Source: an optimization exercise on an open RTL-to-GDS flow (aim: small area). Production flows keep margins and buffers that such runs may drop.
Only simulation tests tie the RTL to the original design; equivalence was not proved.
The clock port is modelled as an ideal driver, which makes a skipped or thinned clock tree look cheaper than it is; a real chip needs a root buffer or a tree.
Power figures rest on the tool's default switching activity, not on a simulated workload.

==> flow/design.v <==
module daisy_core (
    input  wire       clk,
    input  wire       rst,
    input  wire       op_valid,
    input  wire [3:0] op,
    output wire       cmd_ready,
    output wire       rx_active,
    output wire       hop_request,
    output reg        rdata_valid,
    output wire [7:0] rdata,
    output reg        radio_req,
    output wire       radio_channel,
    output reg        sink_byte_valid,
    output wire [7:0] sink_byte,
    output reg        sink_commit,
    output reg        sink_begin,
    output wire       sink_begin_chan
);
    localparam [2:0] PH_OFF      = 3'd0;
    localparam [2:0] PH_WAITPRE  = 3'd2;
    localparam [2:0] PH_WAITSTA  = 3'd3;
    localparam [2:0] PH_PREFETCH = 3'd4;
    localparam [2:0] PH_PAYLOAD  = 3'd5;
    localparam [2:0] PH_HOP      = 3'd6;
    reg [2:0]  phase;
    reg [15:8] win;        
    reg [7:0]  acc;        
    reg [9:0]  cnt;
    reg [2:0]  ones;
    reg [15:0] crc;
    reg        prev_enc;
    reg        channel;
    reg [2:0]  err;
    reg [5:0]  tag;
    reg        waiting;
    reg [1:0]  sel;        
    wire ph_wp  = ~phase[2] &  phase[1] & ~phase[0];
    wire ph_ws  =  phase[1] &  phase[0];
    wire ph_pf  =  phase[2] & ~phase[1] & ~phase[0];
    wire ph_pl  =  phase[2] &  phase[0];
    wire ph_hop =  phase[2] &  phase[1];
    wire is_bit  = op_valid & (op[3:1] == 3'b000);
    wire task_ok = op_valid & ~waiting;
    wire rdone   = op_valid & (op == 4'h5) & waiting;
    wire op_stop = task_ok & (op == 4'h3);
    wire op_read = task_ok & (op[3:2] == 2'b10);
    wire hop_go  = task_ok & (op == 4'h4) & ph_hop;
    wire req     = (task_ok & (op == 4'h2)) | hop_go;
    wire d      = ~(prev_enc ^ op[0]);
    wire b      = win[8];
    wire flag_n = ({d, win[15:9]} == 8'h7E);
    wire pre_n  = ({d, win[15:9]} == 8'h55) & ({win[8], acc[7:1]} == 8'h55);
    wire c_lo7  = (cnt[2:0] == 3'd7);
    wire c_15   = cnt[4] | (cnt[3] & c_lo7);                  
    wire c_5    = cnt[4] | cnt[3] | (cnt[2] & (cnt[1] | cnt[0]));  
    wire c_1020 = (cnt == 10'd1020);
    wire stuff_due = ones[2] & ~ones[1];                     
    wire pl_bit    = is_bit & ph_pl;
    wire stuff_err = pl_bit & stuff_due & b;
    wire pl_go     = pl_bit & ~(stuff_due & b);
    wire data_step = pl_bit & ~stuff_due;
    wire end_flag  = pl_go & flag_n;
    wire noend     = data_step & ~flag_n & c_1020;
    wire crc_ok    = stuff_due ? (crc == 16'hF0B8)
                               : ((crc[15:1] == 15'h74B0) & (crc[0] ^ b));
    wire wp_match   = is_bit & ph_wp & c_15 & pre_n;
    wire wp_hop     = is_bit & ph_wp & ~(c_15 & pre_n) & c_5 & (d == win[15]);
    wire ws_flag    = is_bit & ph_ws & flag_n;
    wire ws_timeout = is_bit & ph_ws & ~flag_n & c_15;
    wire pf_end     = is_bit & ph_pf & c_lo7;
    wire do_reset = rdone | ws_timeout | stuff_err | end_flag | noend;
    wire cnt_clr  = do_reset | wp_match | ws_flag | pf_end;
    wire cnt_inc  = is_bit & (ph_wp | ph_ws | ph_pf | (ph_pl & ~stuff_due));
    wire        shift_en = is_bit & ~(ph_pl & stuff_due);
    wire        fb       = b ^ crc[0];
    wire        fb_pl    = ph_pl & fb;
    wire [15:0] crc_n    = {~ph_pl | fb, crc[15:1]} ^ {5'b00000, fb_pl, 6'b000000, fb_pl, 3'b000};
    assign cmd_ready       = ~waiting;
    assign rx_active       = phase[2] | phase[1];
    assign hop_request     = ph_hop & ~waiting;
    assign radio_channel   = channel;
    assign sink_begin_chan = channel;
    assign sink_byte       = acc;
    assign rdata = {2'b00,
                    (sel == 2'd2) ? tag[5:3] : 3'b000,
                    (sel == 2'd0) ? phase :
                    (sel == 2'd1) ? {2'b00, channel} :
                    (sel == 2'd2) ? tag[2:0] : err};
    reg [2:0] phase_n;
    always @* begin
        phase_n = phase;
        if (op_stop)         phase_n = PH_OFF;
        if (wp_match)        phase_n = PH_WAITSTA;
        if (wp_hop)          phase_n = PH_HOP;
        if (ws_flag)         phase_n = PH_PREFETCH;
        if (pf_end)          phase_n = PH_PAYLOAD;
        if (do_reset)        phase_n = PH_WAITPRE;
    end
    reg [2:0] err_n;
    always @* begin
        err_n = (rdata_valid && sel == 2'd3) ? 3'd0 : err;
        if (ws_timeout)             err_n = 3'd1;
        if (stuff_err)              err_n = 3'd2;
        if (noend)                  err_n = 3'd3;
        if (end_flag && !crc_ok)    err_n = 3'd4;
    end
    always @(posedge clk) begin
        sel <= op[1:0];
        if (is_bit)
            win <= {d, win[15:9]};
        if (shift_en)
            acc <= {b, acc[7:1]};
        if (cnt_clr)
            cnt <= 10'd0;
        else if (cnt_inc)
            cnt <= cnt + 10'd1;
        if (is_bit)
            ones <= (ph_pl & b) ? {ones[1:0], ~ones[2]} : 3'b000;
        if (shift_en)
            crc <= crc_n;
        if (rst) begin
            phase    <= PH_OFF;
            prev_enc <= 1'b0;
            channel  <= 1'b0;
            err      <= 3'd0;
            tag      <= 6'd0;
            waiting  <= 1'b0;
            rdata_valid     <= 1'b0;
            radio_req       <= 1'b0;
            sink_byte_valid <= 1'b0;
            sink_commit     <= 1'b0;
            sink_begin      <= 1'b0;
        end else begin
            phase <= phase_n;
            if (is_bit)
                prev_enc <= op[0];
            if (hop_go)
                channel <= ~channel;
            err <= err_n;
            if (pf_end)
                tag <= {d, win[15:11]};
            if (req)
                waiting <= 1'b1;
            else if (rdone)
                waiting <= 1'b0;
            rdata_valid     <= op_read;
            radio_req       <= req;
            sink_byte_valid <= data_step & c_lo7;
            sink_commit     <= end_flag & crc_ok;
            sink_begin      <= do_reset;
        end
    end
endmodule
==> flow/config.mk <==
export PLATFORM = sky130hd
export DESIGN_NAME = daisy_core
export DESIGN_NICKNAME = daisy_core
export VERILOG_FILES = /design/flow/design.v
export SDC_FILE = /design/flow/constraint.sdc
export NUM_CORES = 4
export LEC_CHECK = 0
export CAP_MARGIN = 20
export CORE_MARGIN = 2
export CORE_UTILIZATION = 40
export SLEW_MARGIN = 20
==> flow/constraint.sdc <==
create_clock -name core_clock -period 5.0 [get_ports {clk}]
set_input_delay 1.0000 -clock core_clock [delete_from_list [all_inputs] [get_ports {clk}]]
set_output_delay 1.0000 -clock core_clock [all_outputs]
set_load 0.01 [all_outputs]
standard.sh (not shown) runs the stock make flow with config.mk's settings and CLKGATE_MAP_FILE= SYNTH_SCRIPT=/design/flow/synth_recipe.tcl, a recipe that flattens the netlist after the stock synthesis.
==> flow/flow/run.sh <==
#!/bin/bash
# Layout flow: the standard flow with the standard synthesis unchanged;
# port buffers are buf_1, and the clock tree is built by flow/pre_cts.tcl.
set -euo pipefail
bash standard.sh synth > synth.log 2>&1
bash standard.sh finish \
  "BUFFER_PORTS_ARGS=-buffer_cell sky130_fd_sc_hd__buf_1" \
  "PRE_CTS_TCL=$PWD/flow/pre_cts.tcl" \
  > layout.log 2>&1
Other scripts of this flow, unchanged in this note and not shown: flow/flow/pre_cts.tcl
Rerun with:
--- a/flow/design.v
+++ b/flow/design.v
@@ -53,9 +53,9 @@
     wire c_lo7  = (cnt[2:0] == 3'd7);
     wire c_15   = cnt[4] | (cnt[3] & c_lo7);                  
     wire c_5    = cnt[4] | cnt[3] | (cnt[2] & (cnt[1] | cnt[0]));  
     wire c_1020 = (cnt == 10'd1020);
-    wire stuff_due = ones[2] & ~ones[1];                     
+    wire stuff_due = ones[2] & ones[0];                      
     wire pl_bit    = is_bit & ph_pl;
     wire stuff_err = pl_bit & stuff_due & b;
     wire pl_go     = pl_bit & ~(stuff_due & b);
     wire data_step = pl_bit & ~stuff_due;
@@ -70,12 +70,9 @@
     wire pf_end     = is_bit & ph_pf & c_lo7;
     wire do_reset = rdone | ws_timeout | stuff_err | end_flag | noend;
     wire cnt_clr  = do_reset | wp_match | ws_flag | pf_end;
     wire cnt_inc  = is_bit & (ph_wp | ph_ws | ph_pf | (ph_pl & ~stuff_due));
-    wire        shift_en = is_bit & ~(ph_pl & stuff_due);
-    wire        fb       = b ^ crc[0];
-    wire        fb_pl    = ph_pl & fb;
-    wire [15:0] crc_n    = {~ph_pl | fb, crc[15:1]} ^ {5'b00000, fb_pl, 6'b000000, fb_pl, 3'b000};
+    wire [15:0] crc_sh = {1'b0, crc[15:1]} ^ ((b ^ crc[0]) ? 16'h8408 : 16'h0000);
     assign cmd_ready       = ~waiting;
     assign rx_active       = phase[2] | phase[1];
     assign hop_request     = ph_hop & ~waiting;
     assign radio_channel   = channel;
@@ -107,18 +104,22 @@
     always @(posedge clk) begin
         sel <= op[1:0];
         if (is_bit)
             win <= {d, win[15:9]};
-        if (shift_en)
+        if (is_bit & ~(ph_pl & stuff_due))
             acc <= {b, acc[7:1]};
         if (cnt_clr)
             cnt <= 10'd0;
         else if (cnt_inc)
             cnt <= cnt + 10'd1;
-        if (is_bit)
-            ones <= (ph_pl & b) ? {ones[1:0], ~ones[2]} : 3'b000;
-        if (shift_en)
-            crc <= crc_n;
+        if (pf_end)
+            ones <= 3'd0;
+        else if (pl_bit)
+            ones <= (stuff_due | ~b) ? 3'd0 : ones + 3'd1;
+        if (pf_end)
+            crc <= 16'hFFFF;
+        else if (data_step)
+            crc <= crc_sh;
         if (rst) begin
             phase    <= PH_OFF;
             prev_enc <= 1'b0;
             channel  <= 1'b0;
The new run completed with no timing, DRC or antenna violations; utilization went down by 0.97 points; cell area climbs by 3.4%; power drops by 2.6%; critical path depth stays the same; via count rose by 13%; synthesized area is higher by 4.0%; routed wire length grows by 8.4%; worst setup slack got worse by 0.087 ns; sequential power went down by 4.3%; combinational power is lower by about 8%; die area climbs by 3.8%; global-route usage climbs by 0.31 points.
In every run of this note, the design's own scripts or RTL, not TritonCTS, make the clock network.

## separate check: timing with driven ports
How much do the figures lean on ideal ports? The routed layouts below were timed once more, with nothing changed but the port constraints. Step 1, drivers: a clkbuf_16 drives clk and a buf_2 each remaining input, both assumed. Step 2 moves the port delays by t, midway between the first and last clock arrival at a register: inputs arrive t later, outputs are due t later. That takes back most of the time a late clock gives input paths. a / b / c = ideal ports / drivers / drivers and shift; a / b = the first two.
run	t, ns	slack for setup (ns)	hold WS [ns]	latest minus earliest clock arrival (ns)	slew at the worst register clock pin (ns)
the first run	0.218	2.062 / 2.108 / 1.890	0.441 / 0.441 / 0.441	0.018 / 0.018	0.10 / 0.10
the second run	0.218	1.974 / 2.015 / 1.797	0.458 / 0.458 / 0.458	0.017 / 0.018	0.11 / 0.11
After both steps every run listed still meets setup and hold. The setup slack of the second run, which loses most, moves by +0.041 ns with the drivers and by -0.177 ns with both steps.
